From an optimization exercise on the open Yosys and OpenROAD flow, aimed at small area; shortcuts taken in it are not production practice. In this exercise RTL edits were held to simulation tests only and were not proved equivalent to the original. No activity file was given, so power comes from the tool's default toggle rates.

==> flow/design.v <==
module lacap_fifo #(
    parameter DEPTH = 8,
    parameter AW    = 3
) (
    input  wire        clk,
    input  wire        rst,
    input  wire        push,
    input  wire [31:0] push_data,
    input  wire        pop,
    input  wire        clear,
    output wire [31:0] head,
    output reg  [AW:0] level
);
    reg [31:0]   mem [0:DEPTH-1];
    reg [AW-1:0] rd_ptr;
    reg [AW-1:0] wr_ptr;
    assign head = mem[rd_ptr];
    always @(posedge clk) begin
        if (push)
            mem[wr_ptr] <= push_data;
    end
    always @(posedge clk) begin
        if (rst || clear) begin
            rd_ptr <= {AW{1'b0}};
            wr_ptr <= {AW{1'b0}};
            level  <= {(AW+1){1'b0}};
        end else begin
            if (push)
                wr_ptr <= (wr_ptr == DEPTH[AW-1:0]-1'b1) ? {AW{1'b0}} : wr_ptr + 1'b1;
            if (pop)
                rd_ptr <= (rd_ptr == DEPTH[AW-1:0]-1'b1) ? {AW{1'b0}} : rd_ptr + 1'b1;
            if (push && !pop)
                level <= level + 1'b1;
            else if (pop && !push)
                level <= level - 1'b1;
        end
    end
endmodule
module lacap_in_unit (
    input  wire [28:0] lines,
    input  wire [4:0]  in_base,
    input  wire [4:0]  count_field,    
    input  wire [31:0] isr,
    input  wire [5:0]  isr_count,      
    output wire        will_push,
    output wire [31:0] push_word,
    output wire [31:0] isr_next,
    output wire [5:0]  isr_count_next
);
    wire [5:0]  n = (count_field == 5'd0) ? 6'd32 : {1'b0, count_field};
    wire [31:0] lines_ext = {3'b000, lines};
    wire [31:0] shifted   = lines_ext >> in_base;
    wire [31:0] n_mask    = (n == 6'd32) ? 32'hFFFF_FFFF : ((32'd1 << n) - 32'd1);
    wire [31:0] v         = shifted & n_mask;
    wire [6:0]  total     = {1'b0, isr_count} + {1'b0, n};
    assign will_push      = (total >= 7'd32);
    wire [63:0] joined    = {v, isr};
    wire [63:0] after_n   = joined >> n;
    wire [5:0]  to_fill   = 6'd32 - isr_count;
    wire [63:0] at_push   = joined >> to_fill;
    wire [5:0]  rest      = {1'b0, total[4:0]};   
    wire [31:0] rest_mask = (rest == 6'd0) ? 32'd0 : ~(32'hFFFF_FFFF >> rest);
    assign push_word      = at_push[31:0];
    assign isr_next       = will_push ? (after_n[31:0] & rest_mask) : after_n[31:0];
    assign isr_count_next = will_push ? rest : total[5:0];
endmodule
module lacap_bau (
    input  wire [5:0]  pin_count,      
    input  wire [18:0] sample_count,   
    input  wire [4:0]  pin,
    input  wire [18:0] sample,
    output wire [31:0] req_words,
    output wire [31:0] word,
    output wire [4:0]  offset
);
    wire [24:0] bits_total = pin_count * sample_count;
    wire [24:0] bits_round = bits_total + 25'd31;
    assign req_words = {12'd0, bits_round[24:5]};
    wire [24:0] index = sample * pin_count + {20'd0, pin};
    assign word   = {12'd0, index[24:5]};
    assign offset = index[4:0];
endmodule
module lacap #(
    parameter [31:0] BASE = 32'h5020_0000
) (
    input  wire        clk,
    input  wire        rst,           
    input  wire        bus_valid,
    input  wire        bus_write,
    input  wire [8:0]  bus_addr,      
    input  wire [31:0] bus_wdata,
    output reg         bus_rvalid,
    output reg  [31:0] bus_rdata,
    input  wire [28:0] lines,
    output wire        mem_we,
    output wire [31:0] mem_addr,
    output wire [31:0] mem_wdata
);
    localparam FIFO_DEPTH = 8;
    localparam [31:0] RXQ_ADDR = BASE + 32'h20;
    localparam E_CAPACITY    = 1;
    localparam E_BAD_RELEASE = 3;
    localparam E_SU_ILLEGAL  = 4;
    localparam E_RESERVED    = 5;
    localparam E_QUEUE_EMPTY = 6;
    localparam E_SEQUENCE    = 9;
    localparam R_SU_CTRL      = 7'd0;
    localparam R_SU_STAT      = 7'd1;
    localparam R_SU_CLKDIV    = 7'd2;
    localparam R_SU_PINCTRL   = 7'd3;
    localparam R_SU_SHIFTCTRL = 7'd4;
    localparam R_SU_WRAP      = 7'd5;
    localparam R_SU_PC        = 7'd6;
    localparam R_SU_INSTR     = 7'd7;
    localparam R_SU_RXQ       = 7'd8;
    localparam R_SLOT_CLAIM   = 7'd9;
    localparam R_SLOT_RELEASE = 7'd10;
    localparam R_SLOT_STAT    = 7'd11;
    localparam R_LA_ERR       = 7'd12;
    localparam R_TE_READ      = 7'd64;
    localparam R_TE_WRITE     = 7'd65;
    localparam R_TE_COUNT     = 7'd66;
    localparam R_TE_CTRL      = 7'd67;
    localparam R_TE_DONE      = 7'd68;
    localparam R_GEO_PC       = 7'd80;
    localparam R_GEO_SC       = 7'd81;
    localparam R_BAU_PIN      = 7'd82;
    localparam R_BAU_SAMPLE   = 7'd83;
    localparam R_BAU_REQ      = 7'd84;
    localparam R_BAU_WORD     = 7'd85;
    localparam R_BAU_OFFSET   = 7'd86;
    reg  [15:0] imem [0:31];
    reg         slot_out;
    reg  [4:0]  slot_handle;
    reg  [4:0]  su_pc;
    reg  [4:0]  wrap_bottom;
    reg  [4:0]  wrap_top;
    reg         su_en;
    reg  [4:0]  in_base;
    reg  [15:0] clkdiv_int;
    reg  [7:0]  clkdiv_frac;
    reg  [23:0] phase;
    reg  [31:0] isr;
    reg  [5:0]  isr_count;
    reg         inj_valid;
    reg  [15:0] inj_instr;
    reg         stalled;
    reg         su_fault;
    reg  [15:0] la_err;
    reg  [31:0] te_read_addr;
    reg  [31:0] te_write_addr;
    reg  [31:0] te_count;
    reg  [31:0] te_done;
    reg         te_busy;
    reg  [5:0]  geo_pin_count;
    reg  [18:0] geo_sample_count;
    reg  [4:0]  bau_pin;
    reg  [18:0] bau_sample;
    wire [31:0] rxq_head;
    wire [3:0]  rxq_level;
    wire        rxq_empty = (rxq_level == 4'd0);
    wire        rxq_full  = (rxq_level == FIFO_DEPTH);
    wire [6:0]  widx    = bus_addr[8:2];
    wire        aligned = (bus_addr[1:0] == 2'b00);
    wire        is_imem = (widx >= 7'd32) && (widx <= 7'd63);
    wire        mapped  = aligned &&
                          ((widx <= R_LA_ERR) || is_imem ||
                           (widx >= R_TE_READ && widx <= R_TE_DONE) ||
                           (widx >= R_GEO_PC && widx <= R_BAU_OFFSET));
    wire        hw = bus_valid &&  bus_write;
    wire        hr = bus_valid && !bus_write;
    wire [31:0] v  = bus_wdata;
    wire        hwa = hw && aligned;
    reg         w_seq;
    reg         w_bad;
    always @(*) begin
        w_seq = 1'b0;
        w_bad = 1'b0;
        if (hw && mapped) begin
            case (widx)
                R_SU_CTRL:      w_bad = (v[31:3] != 29'd0);
                R_SU_CLKDIV:    begin w_seq = su_en; w_bad = (v[7:0] != 8'd0) || (v[31:16] == 16'd0); end
                R_SU_PINCTRL:   begin w_seq = su_en; w_bad = (v > 32'd28); end
                R_SU_SHIFTCTRL: begin w_seq = su_en; w_bad = (v != 32'd3); end
                R_SU_WRAP:      begin w_seq = su_en;
                                      w_bad = (v[31:13] != 19'd0) || (v[7:5] != 3'd0) || (v[4:0] > v[12:8]); end
                R_SU_PC:        begin w_seq = su_en; w_bad = (v > 32'd31); end
                R_SU_INSTR:     begin w_seq = su_en; w_bad = (v[31:16] != 16'd0); end
                R_LA_ERR:       w_bad = (v[31:16] != 16'd0);
                R_TE_READ:      begin w_seq = te_busy; w_bad = (v != RXQ_ADDR); end
                R_TE_WRITE:     begin w_seq = te_busy; w_bad = (v[1:0] != 2'b00); end
                R_TE_COUNT:     w_seq = te_busy;
                R_TE_CTRL:      begin
                                    w_seq = te_busy;
                                    w_bad = (v != 32'h34) && (v != 32'h35);
                                    if (!te_busy && !w_bad && v[0] && (te_read_addr != RXQ_ADDR))
                                        w_seq = 1'b1;
                                end
                R_GEO_PC:       w_bad = (v == 32'd0) || (v > 32'd32);
                R_GEO_SC:       w_bad = (v > 32'd500000);
                R_BAU_PIN:      w_bad = (v > 32'd31);
                R_BAU_SAMPLE:   w_bad = (v > 32'd524287);
                default:        if (is_imem) begin w_seq = su_en; w_bad = (v[31:16] != 16'd0); end
            endcase
        end
    end
    wire w_ok = !w_seq && !w_bad;
    wire rd_rxq   = hr && aligned && (widx == R_SU_RXQ);
    wire host_pop = rd_rxq && !rxq_empty;
    wire rd_claim = hr && aligned && (widx == R_SLOT_CLAIM);
    wire wr_rel   = (hwa && widx == R_SLOT_RELEASE);
    wire rel_ok   = slot_out && (v == {27'd0, slot_handle});
    wire [23:0] div256   = {clkdiv_int, clkdiv_frac};
    wire [24:0] phase_up = {1'b0, phase} + 25'd256;
    wire        su_run   = su_en && !su_fault;
    wire        tick     = su_run && (phase_up >= {1'b0, div256});
    wire [24:0] phase_dn = phase_up - {1'b0, div256};
    wire [15:0] fetched  = imem[su_pc];
    wire [15:0] instr    = inj_valid ? inj_instr : fetched;
    wire        is_in    = (instr[15:13] == 3'b010) && (instr[12:8] == 5'd0) && (instr[7:5] == 3'd0);
    wire        is_wait  = (instr[15:13] == 3'b001) && (instr[12:8] == 5'd0) && (instr[6:5] == 2'd0) &&
                           (instr[4:0] <= 5'd28);
    wire [31:0] lines_ext = {3'b000, lines};
    wire        wait_ok  = (lines_ext[instr[4:0]] == instr[7]);
    wire        in_push;
    wire [31:0] in_word;
    wire [31:0] in_isr;
    wire [5:0]  in_count;
    lacap_in_unit u_in (
        .lines          (lines),
        .in_base        (in_base),
        .count_field    (instr[4:0]),
        .isr            (isr),
        .isr_count      (isr_count),
        .will_push      (in_push),
        .push_word      (in_word),
        .isr_next       (in_isr),
        .isr_count_next (in_count)
    );
    wire in_stall   = in_push && rxq_full;
    wire t_complete = tick && ((is_in && !in_stall) || (is_wait && wait_ok));
    wire t_stall    = tick && ((is_in && in_stall) || (is_wait && !wait_ok));
    wire t_illegal  = tick && !is_in && !is_wait;
    wire su_push    = t_complete && is_in && in_push;
    wire te_step = te_busy && !rxq_empty && !rd_rxq;
    assign mem_we    = te_step;
    assign mem_addr  = te_write_addr;
    assign mem_wdata = rxq_head;
    wire ctrl_ok = (hwa && widx == R_SU_CTRL) && w_ok;
    lacap_fifo #(.DEPTH(FIFO_DEPTH), .AW(3)) u_rxq (
        .clk       (clk),
        .rst       (rst),
        .push      (su_push),
        .push_data (in_word),
        .pop       (te_step || host_pop),
        .clear     (ctrl_ok && v[1]),
        .head      (rxq_head),
        .level     (rxq_level)
    );
    wire [31:0] bau_req;
    wire [31:0] bau_word;
    wire [4:0]  bau_offset;
    lacap_bau u_bau (
        .pin_count    (geo_pin_count),
        .sample_count (geo_sample_count),
        .pin          (bau_pin),
        .sample       (bau_sample),
        .req_words    (bau_req),
        .word         (bau_word),
        .offset       (bau_offset)
    );
    wire [15:0] err_set;
    assign err_set[0]             = 1'b0;
    assign err_set[E_CAPACITY]    = rd_claim && slot_out;
    assign err_set[2]             = 1'b0;
    assign err_set[E_BAD_RELEASE] = wr_rel && !rel_ok;
    assign err_set[E_SU_ILLEGAL]  = t_illegal;
    assign err_set[E_RESERVED]    = (bus_valid && !mapped) || (hw && mapped && !w_seq && w_bad);
    assign err_set[E_QUEUE_EMPTY] = rd_rxq && rxq_empty;
    assign err_set[8:7]           = 2'b00;
    assign err_set[E_SEQUENCE]    = hw && mapped && w_seq;
    assign err_set[15:10]         = 6'd0;
    wire [15:0] err_clr = ((hwa && widx == R_LA_ERR) && w_ok) ? v[15:0] : 16'd0;
    reg [31:0] rdata;
    always @(*) begin
        rdata = 32'd0;
        if (mapped) begin
            case (widx)
                R_SU_CTRL:      rdata = {31'd0, su_en};
                R_SU_STAT:      rdata = {10'd0, isr_count, 5'd0, su_fault, inj_valid, stalled,
                                         rxq_level, 2'b00, rxq_full, rxq_empty};
                R_SU_CLKDIV:    rdata = {clkdiv_int, clkdiv_frac, 8'd0};
                R_SU_PINCTRL:   rdata = {27'd0, in_base};
                R_SU_SHIFTCTRL: rdata = 32'd3;
                R_SU_WRAP:      rdata = {19'd0, wrap_top, 3'd0, wrap_bottom};
                R_SU_PC:        rdata = {27'd0, su_pc};
                R_SU_INSTR:     rdata = {16'd0, instr};
                R_SU_RXQ:       rdata = rxq_empty ? 32'd0 : rxq_head;
                R_SLOT_CLAIM:   rdata = slot_out ? 32'hFFFF_FFFF : 32'd0;
                R_SLOT_STAT:    rdata = {19'd0, slot_handle, 7'd0, slot_out};
                R_LA_ERR:       rdata = {16'd0, la_err};
                R_TE_READ:      rdata = te_read_addr;
                R_TE_WRITE:     rdata = te_write_addr;
                R_TE_COUNT:     rdata = te_count;
                R_TE_CTRL:      rdata = {te_busy, 31'h34};
                R_TE_DONE:      rdata = te_done;
                R_GEO_PC:       rdata = {26'd0, geo_pin_count};
                R_GEO_SC:       rdata = {13'd0, geo_sample_count};
                R_BAU_PIN:      rdata = {27'd0, bau_pin};
                R_BAU_SAMPLE:   rdata = {13'd0, bau_sample};
                R_BAU_REQ:      rdata = bau_req;
                R_BAU_WORD:     rdata = bau_word;
                R_BAU_OFFSET:   rdata = {27'd0, bau_offset};
                default:        if (is_imem) rdata = {16'd0, imem[widx[4:0]]};
            endcase
        end
    end
    always @(posedge clk) begin
        if (rst) begin
            bus_rvalid <= 1'b0;
            bus_rdata  <= 32'd0;
        end else begin
            bus_rvalid <= hr;
            if (hr)
                bus_rdata <= rdata;
        end
    end
    integer k;
    always @(posedge clk) begin
        if (rst) begin
            for (k = 0; k < 32; k = k + 1)
                imem[k] <= 16'h0000;
        end else if (hw && is_imem && aligned && w_ok) begin
            imem[widx[4:0]] <= v[15:0];
        end
    end
    always @(posedge clk) begin
        if (rst) begin
            slot_out    <= 1'b0;
            slot_handle <= 5'd0;
            su_pc       <= 5'd0;
            wrap_bottom <= 5'd0;
            wrap_top    <= 5'd31;
            su_en       <= 1'b0;
            in_base     <= 5'd0;
            clkdiv_int  <= 16'd1;
            clkdiv_frac <= 8'd0;
            phase       <= 24'd0;
            isr         <= 32'd0;
            isr_count   <= 6'd0;
            inj_valid   <= 1'b0;
            inj_instr   <= 16'd0;
            stalled     <= 1'b0;
            su_fault    <= 1'b0;
            la_err      <= 16'd0;
        end else begin
            if (su_run)
                phase <= tick ? phase_dn[23:0] : phase_up[23:0];
            if (t_complete) begin
                stalled <= 1'b0;
                if (inj_valid)
                    inj_valid <= 1'b0;
                else if (su_pc == wrap_top)
                    su_pc <= wrap_bottom;
                else
                    su_pc <= su_pc + 5'd1;
                if (is_in) begin
                    isr       <= in_isr;
                    isr_count <= in_count;
                end
            end
            if (t_stall)
                stalled <= 1'b1;
            if (t_illegal)
                su_fault <= 1'b1;
            if (rd_claim && !slot_out) begin
                slot_out    <= 1'b1;
                slot_handle <= 5'd0;
            end
            if (wr_rel && rel_ok)
                slot_out <= 1'b0;
            if (ctrl_ok) begin
                if (v[2]) begin
                    isr       <= 32'd0;
                    isr_count <= 6'd0;
                    inj_valid <= 1'b0;
                    stalled   <= 1'b0;
                    su_fault  <= 1'b0;
                    phase     <= 24'd0;
                end
                su_en <= v[0];
            end
            if ((hwa && widx == R_SU_CLKDIV) && w_ok) begin
                clkdiv_int  <= v[31:16];
                clkdiv_frac <= v[15:8];
            end
            if ((hwa && widx == R_SU_PINCTRL) && w_ok)
                in_base <= v[4:0];
            if ((hwa && widx == R_SU_WRAP) && w_ok) begin
                wrap_bottom <= v[4:0];
                wrap_top    <= v[12:8];
            end
            if ((hwa && widx == R_SU_PC) && w_ok)
                su_pc <= v[4:0];
            if ((hwa && widx == R_SU_INSTR) && w_ok) begin
                inj_instr <= v[15:0];
                inj_valid <= 1'b1;
            end
            la_err <= (la_err & ~err_clr) | err_set;
        end
    end
    always @(posedge clk) begin
        if (rst) begin
            te_read_addr     <= 32'd0;
            te_write_addr    <= 32'd0;
            te_count         <= 32'd0;
            te_done          <= 32'd0;
            te_busy          <= 1'b0;
            geo_pin_count    <= 6'd1;
            geo_sample_count <= 19'd0;
            bau_pin          <= 5'd0;
            bau_sample       <= 19'd0;
        end else begin
            if (te_step) begin
                te_write_addr <= te_write_addr + 32'd4;
                te_count      <= te_count - 32'd1;
                te_done       <= te_done + 32'd1;
                if (te_count == 32'd1)
                    te_busy <= 1'b0;
            end
            if ((hwa && widx == R_TE_READ) && w_ok)
                te_read_addr <= v;
            if ((hwa && widx == R_TE_WRITE) && w_ok)
                te_write_addr <= v;
            if ((hwa && widx == R_TE_COUNT) && w_ok)
                te_count <= v;
            if ((hwa && widx == R_TE_CTRL) && w_ok && v[0]) begin
                te_done <= 32'd0;
                te_busy <= (te_count != 32'd0);
            end
            if ((hwa && widx == R_GEO_PC) && w_ok)
                geo_pin_count <= v[5:0];
            if ((hwa && widx == R_GEO_SC) && w_ok)
                geo_sample_count <= v[18:0];
            if ((hwa && widx == R_BAU_PIN) && w_ok)
                bau_pin <= v[4:0];
            if ((hwa && widx == R_BAU_SAMPLE) && w_ok)
                bau_sample <= v[18:0];
        end
    end
endmodule
==> flow/run.sh <==
#!/bin/bash
# synth_recipe.tcl (not shown) runs the flow's synth.tcl, then flattens the netlist and writes it again
# the make line also repeats each setting of config.mk as NAME=value (left out here)
make -C /OpenROAD-flow-scripts/flow DESIGN_CONFIG=/design/flow/config.mk WORK_HOME=/design/flow/orfs CLKGATE_MAP_FILE= SYNTH_SCRIPT=/design/flow/synth_recipe.tcl finish
==> flow/config.mk <==
export PLATFORM = sky130hd
export DESIGN_NAME = lacap
export DESIGN_NICKNAME = lacap
export VERILOG_FILES = /design/flow/design.v
export SDC_FILE = /design/flow/constraint.sdc
export NUM_CORES = 4
export LEC_CHECK = 0
export CAP_MARGIN = 20
export CORE_MARGIN = 2
export CORE_UTILIZATION = 40
export SLEW_MARGIN = 20
==> flow/constraint.sdc <==
create_clock -name core_clock -period 12.0 [get_ports {clk}]
set_input_delay 2.4000 -clock core_clock [delete_from_list [all_inputs] [get_ports {clk}]]
set_output_delay 2.4000 -clock core_clock [all_outputs]
set_load 0.01 [all_outputs]
==> impl_table.tex <==
\begin{tabular}{lr}
\hline
Metric & Value \\
\hline
\multicolumn{2}{l}{\textbf{Worst setup path}} \\
Required time worst endpoint & 12.64 ns \\
Arrival time at the worst endpoint & 9.99 ns \\
CP max stage delay & 0.72 ns \\
R2R Path End & u\_rxq.level[3] \\
Slowest-stage cell, CP & sky130\_fd\_sc\_hd\_\_nand2\_1 \\
Kind of launch point of the worst setup path & flip-flop \\
Worst setup path class & flip-flop to flip-flop \\
Cell type with the highest occurrence count on the critical path & sky130\_fd\_sc\_hd\_\_buf\_4 \\
Crit-path max FO & 51 \\
Worst reg-to-reg path cell count & 30 \\
Worst R2R Setup Slack & 2.65 ns \\
Crit path capture type & flip-flop \\
\multicolumn{2}{l}{\textbf{Floorplanning}} \\
Number of placed I/O pins & 172 \\
Number of cell rows & 158 \\
Starting density of the core & 40.24\% \\
Horizontal die dimension & 435.7 um \\
Die height & 435.7 um \\
Placeable core region & 185,200 um\^{}2 \\
Die footprint & 189,800 um\^{}2 \\
\multicolumn{2}{l}{\textbf{Worst hold path}} \\
Number of instances on the worst hold path & 2 \\
Worst hold path startpoint & bus\_rdata[10] \\
Min-Delay Path Class & flip-flop to flip-flop \\
End point of the most critical hold path & bus\_rdata[10] \\
\multicolumn{2}{l}{\textbf{Yosys}} \\
Number of flops mapped to enable cells by yosys & 768 \\
Post-synthesis instance area & 74,550 um\^{}2 \\
Async SR Flop Fraction & 0\% \\
Synthesized instance count & 7,204 \\
Library cells used by synthesis & 107 \\
Share of Yosys cell area claimed by the top area cell type & 30.94\% \\
Dominant cells by area after synthesis & sky130\_fd\_sc\_hd\_\_edfxtp\_1, sky130\_fd\_sc\_hd\_\_dfxtp\_1, sky130\_fd\_sc\_hd\_\_mux4\_2 \\
Post-synthesis register bit count & 1,140 \\
Syn. warnings & 2 \\
Mapped Nets & 7,580 \\
Avg Synthesized Cell Area & 10.35 um\^{}2 \\
Cell type with the largest total area after synthesis & sky130\_fd\_sc\_hd\_\_edfxtp\_1 \\
Share of synthesized area occupied by flip-flops and latches & 40.93\% \\
Flip-flop cell with the highest count after synthesis & sky130\_fd\_sc\_hd\_\_edfxtp\_1 \\
\multicolumn{2}{l}{\textbf{Timing}} \\
Actual transition at the worst max-transition pin & 1.211 ns \\
Max frequency & 0.1069 GHz \\
Max-slew violation total from the final report & 0 \\
Setup violators final & 0 \\
Sum Neg Setup Slack & 0 ns \\
Unrepaired setup endpoints after global routing & no \\
Hold violation total from the final report & 0 \\
Post-route clock period utilization & 77.93\% \\
Worst clock skew & 0.04770 ns \\
Time the final worst path needs with I/O delays and setup & 9.351 ns \\
Relative slew margins & 18.95\% \\
\multicolumn{2}{l}{\textbf{Drt}} \\
Wire length reported by the detailed router & 290,400 um \\
First-pass detailed-route iteration total & 10 \\
Number of vias per cell after detailed routing & 6.495 \\
DR DRC count & 0 \\
Remaining number of nets flagged by the antenna check after routing & 0 \\
Average wire per cell in the routed design & 30.04 um \\
Violation count after the first detailed-route iteration & 8,686 \\
Total number of vias & 62,780 \\
\multicolumn{2}{l}{\textbf{Global route}} \\
Aggregate global routing overflow & 0 \\
Maximum number of pins on one net before global-route repair & 99 \\
Global-route wire length before repair & 422,500 um \\
Initial antenna violation count & 24 \\
Global-route total usage across every layer & 29.76\% \\
Vias in the first global route & 60,060 \\
\multicolumn{2}{l}{\textbf{Power and ir drop}} \\
Logic gate share of total power & 9.5\% \\
IR drop worst, VDD & 0.0001456 V \\
Switching share of power & 25.85\% \\
Internal power & 0.006920 W \\
Leakage Power & 28.60 nW \\
Clock share of power & 44.2\% \\
Cell area power density & 112.5 nW/um\^{}2 \\
P\_sw & 0.002413 W \\
Flop pwr share & 46.4\% \\
Final Power & 0.009333 W \\
\multicolumn{2}{l}{\textbf{Flow run}} \\
Number of maximum-capacitance constraint violations & 0 \\
\multicolumn{2}{l}{\textbf{Clock network}} \\
Clock tree from TritonCTS & built \\
Clock Tree Root & sky130\_fd\_sc\_hd\_\_clkbuf\_16 \\
Clk sink count & 1,140 \\
Cts hold-fix bufs & 0 \\
Number of CTS-inserted buffers & 131 \\
Clock-pin slew reported for the worst setup and hold paths after clock tree synthesis & 0.06 ns \\
Post-CTS Setup Inserts & 0 \\
Buffers from clock root to sink, at most & 3 \\
Number of resized instances in the post-cts repair step & 0 \\
CTS HTree Levels & 4 \\
Worst skew pair latency & 0.80 ns \\
\multicolumn{2}{l}{\textbf{Place}} \\
Detailed-placement wirelength estimate & 204,400 um \\
Number of input and output port buffers inserted & 171 \\
Final estimated routing congestion in global placement & 0.9911 \\
\multicolumn{2}{l}{\textbf{Finish}} \\
Number of nets in the finished design & 7,448 \\
Register area & 30,520 um\^{}2 \\
Multi-input combinational cell area & 40,850 um\^{}2 \\
Most common library cell in the layout ignoring fill and taps & sky130\_fd\_sc\_hd\_\_edfxtp\_1 \\
Most used cells in the layout excluding fill and tap cells & sky130\_fd\_sc\_hd\_\_edfxtp\_1, sky130\_fd\_sc\_hd\_\_nand2\_1, sky130\_fd\_sc\_hd\_\_nor2\_1 \\
Share of cells above drive strength 1 & 13.22\% \\
Synth-to-Final Area Change & 11.32\% \\
Filler cell count & 17,260 \\
\multicolumn{2}{l}{\textbf{Run status}} \\
Result of the run & timing/DRC/antenna clean \\
\hline
\end{tabular}
## metal layers
| metal | global-route usage (%) | vias to the layer above | part of all wire (%) | routed length, um |
|---|---|---|---|---|
| met3 | 6.948 | 730 | 10 | 29470 |
| met5 | 0 | - | 0.017 | 48 |
| met4 | 13.93 | 6 | 5.5 | 15880 |
| li1 | - | 26870 | - | - |
| met1 | 38.98 | 31480 | 39 | 113300 |
| met2 | 46.56 | 3702 | 45 | 131700 |
## worst max-delay path: cells and delay by family, from the launching register on
| kind | cells | cell delay (ns) |
|---|---|---|
| flops | 1 | 0.43 |
| compound gates | 7 | 1.18 |
| fa+ha+maj | 3 | 0.89 |
| simple gates | 10 | 2.98 |
| xor+xnor | 2 | 0.28 |
| buf+inv | 8 | 3.38 |
## cell families after synthesis
kind of cell    count (synthesis)  share of synthesized area, %
fa+ha+maj                     303                         6.532
mux                           770                         15.91
flops                        1140                         40.93
compound gates               1538                         14.25
simple gates                 2445                         16.04
buf+inv                       869                         4.720
xor+xnor                      138                         1.621
other cells                     1                      0.005030
## power by group through the flow
stage / Clock, W / Sequential (W) / Combinational [W]
detailed placement: 0 / 0.00441 / 0.000852
global route: 0.00430 / 0.00433 / 0.000906
global placement: 0 / 0.00440 / 0.000849
finish: 0.00412 / 0.00433 / 0.000884
CTS: 0.00415 / 0.00433 / 0.000855
floorplan: 0 / 0.00439 / 0.000499
## Yosys cell counts (26+ instances only)
cell type	n
sky130_fd_sc_hd__edfxtp_1	768
sky130_fd_sc_hd__nand2_1	728
sky130_fd_sc_hd__clkbuf_1	467
sky130_fd_sc_hd__nor2_1	435
sky130_fd_sc_hd__and2_1	398
sky130_fd_sc_hd__mux2i_1	375
sky130_fd_sc_hd__dfxtp_1	372
sky130_fd_sc_hd__a21oi_1	348
sky130_fd_sc_hd__mux4_2	325
sky130_fd_sc_hd__o21ai_0	263
sky130_fd_sc_hd__nor3_1	261
sky130_fd_sc_hd__nand3_1	220
sky130_fd_sc_hd__inv_1	219
sky130_fd_sc_hd__ha_1	158
sky130_fd_sc_hd__fa_1	144
sky130_fd_sc_hd__a22oi_1	117
sky130_fd_sc_hd__a221oi_1	105
sky130_fd_sc_hd__a211oi_1	80
sky130_fd_sc_hd__buf_1	80
sky130_fd_sc_hd__nor4_1	80
sky130_fd_sc_hd__xor2_1	71
sky130_fd_sc_hd__mux2_2	70
sky130_fd_sc_hd__and3_1	67
sky130_fd_sc_hd__o22ai_1	67
sky130_fd_sc_hd__xnor2_1	67
sky130_fd_sc_hd__o211ai_1	61
sky130_fd_sc_hd__nand4_1	58
sky130_fd_sc_hd__a22o_1	57
sky130_fd_sc_hd__buf_2	47
sky130_fd_sc_hd__a31oi_1	44
sky130_fd_sc_hd__nand2b_1	39
sky130_fd_sc_hd__a21o_1	36
sky130_fd_sc_hd__a222oi_1	35
sky130_fd_sc_hd__nor2b_1	33
sky130_fd_sc_hd__buf_4	30
sky130_fd_sc_hd__or2_2	26
## state kept, by name, indices dropped and copies added, names as in the netlist, 6 cells and up, named ones only
signal and flops:
te_read_addr 32, te_done 32, isr_count 6, geo_pin_count 6, clkdiv_int 16, u_rxq.mem 256, bus_rdata 32, isr 32
inj_instr 16, phase 24, clkdiv_frac 8, geo_sample_count 19, te_write_addr 32, la_err 16, imem 512, te_count 32
bau_sample 19
## stage by stage
stage	setup slack, ns	cell area [um^2]	std cells	hold slack [ns]	util [%]
final	2.649	82980	9666	0.4514	44.80
after CTS	2.781	82840	9651	0.4511	44.72
after floorplan	4.353	74550	7204	0.4205	-
after global routing	2.310	82980	9664	0.4733	44.80
after detailed placement	2.780	78480	9413	0.4386	42.37
after global placement	2.811	78440	9411	0.4389	42.35
## worst max path at each step
stage / startpoint / end / slack (ns) / cells past startpoint
floorplan: flip-flop / u_rxq.mem[0][0] / 4.35 / 24
global placement: flip-flop / u_rxq.mem[5][20] / 2.81 / 23
detailed placement: flip-flop / u_rxq.mem[6][20] / 2.78 / 23
CTS: flip-flop / u_rxq.mem[6][26] / 2.78 / 23
global route: flip-flop / u_rxq.level[3] / 2.31 / 30
finish: flip-flop / u_rxq.level[3] / 2.65 / 30
## final cells by class
cell class / instances / share of cell area, %
diodes: 9 / 0.02714
clock buffers: 166 / 4.282
clock inverters: 72 / 0.9755
inverters: 234 / 1.064
multi-input cells: 5195 / 49.23
flip-flops and latches: 1140 / 36.78
well taps: 2480 / 3.739
repair buffers: 370 / 3.901

static timing again, ports no longer ideal:
The results above use ideal ports. As a check the final layout listed here was re-extracted and re-timed, cells and wires unchanged. Step 1 (the two cells are an assumption about what drives the block):
set clk [get_ports {clk}]
set_driving_cell -lib_cell sky130_fd_sc_hd__clkbuf_16 $clk
set_driving_cell -lib_cell sky130_fd_sc_hd__buf_2 [delete_from_list [all_inputs] $clk]
Step 2 also shifts input and output timing later by t, the mid clock arrival at the registers, as if the neighbouring blocks saw the same clock. a / b / c = ideal ports / drivers / drivers and shift; a / b = the first two.
t (ns): 0.876
setup slack, ns: 2.649 / 2.649 / 2.649
worst setup path after step 2: register to register
clock arrival spread, ns: 0.048 / 0.048
worst data-port slew with drivers (ns): 0.25
After both steps this run still meets setup and hold. The setup slack of this run moves by 0.000 ns with the drivers and by 0.000 ns with both steps.
